From an optimization exercise on the open Yosys and OpenROAD flow, aimed at small area; shortcuts taken in it are not production practice.
Power is estimated from default activity; no workload was simulated.

==> exp/raven: inputs <==
## yay0_dec
module yay0_dec (
    input  wire        clk,
    input  wire        rst,         
    input  wire        start,       
    input  wire [31:0] base,        
    input  wire [31:0] in_len,      
    input  wire [31:0] out_cap,     
    output wire        busy,
    output wire        done,        
    output wire [3:0]  err,         
    output wire [31:0] size,        
    output reg         in_re,
    output wire [31:0] in_addr,
    input  wire [7:0]  in_rdata,
    output reg         out_we,
    output wire [31:0] out_waddr,
    output wire [7:0]  out_wdata,
    output reg         out_re,
    output wire [31:0] out_raddr,
    input  wire [7:0]  out_rdata
);
    localparam [3:0] E_NONE   = 4'd0,
                     E_MAGIC  = 4'd1,
                     E_BOUNDS = 4'd4,
                     E_TRUNC  = 4'd5,
                     E_BADREF = 4'd8;
    localparam [4:0] S_CHK4  = 5'd0,    
                     S_HR    = 5'd1,    
                     S_HA    = 5'd2,    
                     S_CAP   = 5'd3,    
                     S_PADD  = 5'd4,    
  ...
clock: 8.0 ns
lec_check: 0
abc_area: 1
cap_margin: 20
core_margin: 2
core_utilization: 40
slew_margin: 20
standard.sh (not shown) runs the stock make flow with config.mk's settings and CLKGATE_MAP_FILE= SYNTH_SCRIPT=/design/flow/synth_recipe.tcl, a recipe that flattens the netlist after the stock synthesis.
==> flow/flow/run.sh <==
#!/bin/bash
# The standard layout with three changes:
#  - synthesis maps the logic with an area-only ABC script (flow/synth.tcl);
#  - the port buffers are made from the smallest buffer cell;
#  - the clock tree uses larger clusters and no dummy loads.
# Each make run's full output is in its own log in this folder.
set -euo pipefail
export AREA_ABC_SCRIPT=$PWD/flow/abc_area.script
bash standard.sh "SYNTH_SCRIPT=$PWD/flow/synth.tcl" synth > synth.log 2>&1
bash standard.sh "BUFFER_PORTS_ARGS=-buffer_cell sky130_fd_sc_hd__buf_1" \
  "CTS_ARGS=-sink_clustering_enable -repair_clock_nets -dont_use_dummy_load -sink_clustering_size 16 -sink_clustering_max_diameter 60 -buf_list sky130_fd_sc_hd__clkbuf_8" \
  finish > layout.log 2>&1
==> flow/flow/abc_area.script <==
strash
dch -f
amap
topo
==> flow/flow/synth.tcl <==
# synth_recipe.tcl (the standard synthesis) with one change: ABC maps the logic
# with the area-only script in abc_area.script beside this file. The flip-flops
# are mapped before ABC runs, so the registers are the standard synthesis's.
proc synth {args} { yosys synth -nofsm -noshare {*}$args }
proc abc {args} {
  set i [lsearch -exact $args -script]
  if { $i >= 0 } { lset args [expr { $i + 1 }] $::env(AREA_ABC_SCRIPT) }
  yosys abc {*}$args
}
source $::env(SCRIPTS_DIR)/synth.tcl
# left out here: clear keep_hierarchy, flatten, clean up, hide names made inside functions, write 1_2_yosys.v
==> exp/juniper (differences from exp/raven) <==
==> flow/run.sh (new file) <==
#!/bin/bash
# synth_recipe.tcl (not shown) runs the flow's synth.tcl, then flattens the netlist and writes it again
# the make line also repeats each setting of config.mk as NAME=value (left out here)
make -C /OpenROAD-flow-scripts/flow DESIGN_CONFIG=/design/flow/config.mk WORK_HOME=/design/flow/orfs CLKGATE_MAP_FILE= SYNTH_SCRIPT=/design/flow/synth_recipe.tcl finish
- CTS_BUF_LIST: default -> sky130_fd_sc_hd__clkbuf_2
removed: flow/flow/run.sh
removed: flow/flow/abc_area.script
removed: flow/flow/synth.tcl
removed: flow/standard.sh
==> PnR_summary.wiki <==
{| class="wikitable"
! Metric !! Value
|-
| Result of the run || complete, no violations
|-
| Relative contribution of combinational cells to total power || 0.398
|-
| Detailed placement HPWL || 26290 microns
|-
| Final WL || 33720 microns
|-
| Num tapcells || 335
|-
| Buffer type at the clock tree root || sky130_fd_sc_hd__clkbuf_8
|-
| Most common cell after layout, fill and taps aside || sky130_fd_sc_hd__buf_1
|-
| Group drawing the most power || registers
|-
| Synth unique cells || 48
|-
| Proportion of cell area occupied by registers || 0.4740
|-
| Sequential power || 2.21 mW
|-
| Placement Rows || a little under 60
|-
| Static Leak || 4.447 nW
|}
-- figures above: exp/raven

==> PnR_summary.wiki <==
{| class="wikitable"
! Metric !! Value
|-
| Result of the run || complete, no violations
|-
| Proportion of cell area occupied by registers || 0.3903
|-
| Num tapcells || 384
|-
| Sequential power || 2.19 mW
|-
| Detailed placement HPWL || 28980 microns
|-
| Synth unique cells || 54
|-
| Buffer type at the clock tree root || sky130_fd_sc_hd__clkbuf_2
|-
| Group drawing the most power || combinational cells
|-
| Final WL || 37470 microns
|-
| Most common cell after layout, fill and taps aside || sky130_fd_sc_hd__nand2_1
|}
-- figures above: exp/juniper

No functional check of the RTL was part of any run of this note.

==> afterwards: timing with drivers on the ports <==
How much do the figures lean on ideal ports? The routed layouts below were timed once more, with nothing changed but the port constraints.
Step 1 (the two cells are an assumption about what drives the block):
set clk [get_ports {clk}]
set_driving_cell -lib_cell sky130_fd_sc_hd__clkbuf_16 $clk
set_driving_cell -lib_cell sky130_fd_sc_hd__buf_2 [delete_from_list [all_inputs] $clk]
Step 2 adds t to the input delays and takes it off the output delays; t is the mean of the earliest and latest rising clock arrival at the registers after step 1. Input paths then give back, and output paths get back, about the clock's delay inside the block.
a / b / c = no drivers / after step 1 / after step 2; a / b = the first two.
run	t (ns)	setup slack, ns	worst data-port slew with drivers (ns)	cell pins on the clock port's net
exp/raven	0.576	0.620 / 0.620 / 0.620	0.07	1
exp/juniper	0.861	1.536 / 1.536 / 1.536	0.06	1
After both steps setup and hold are still met in every run listed.
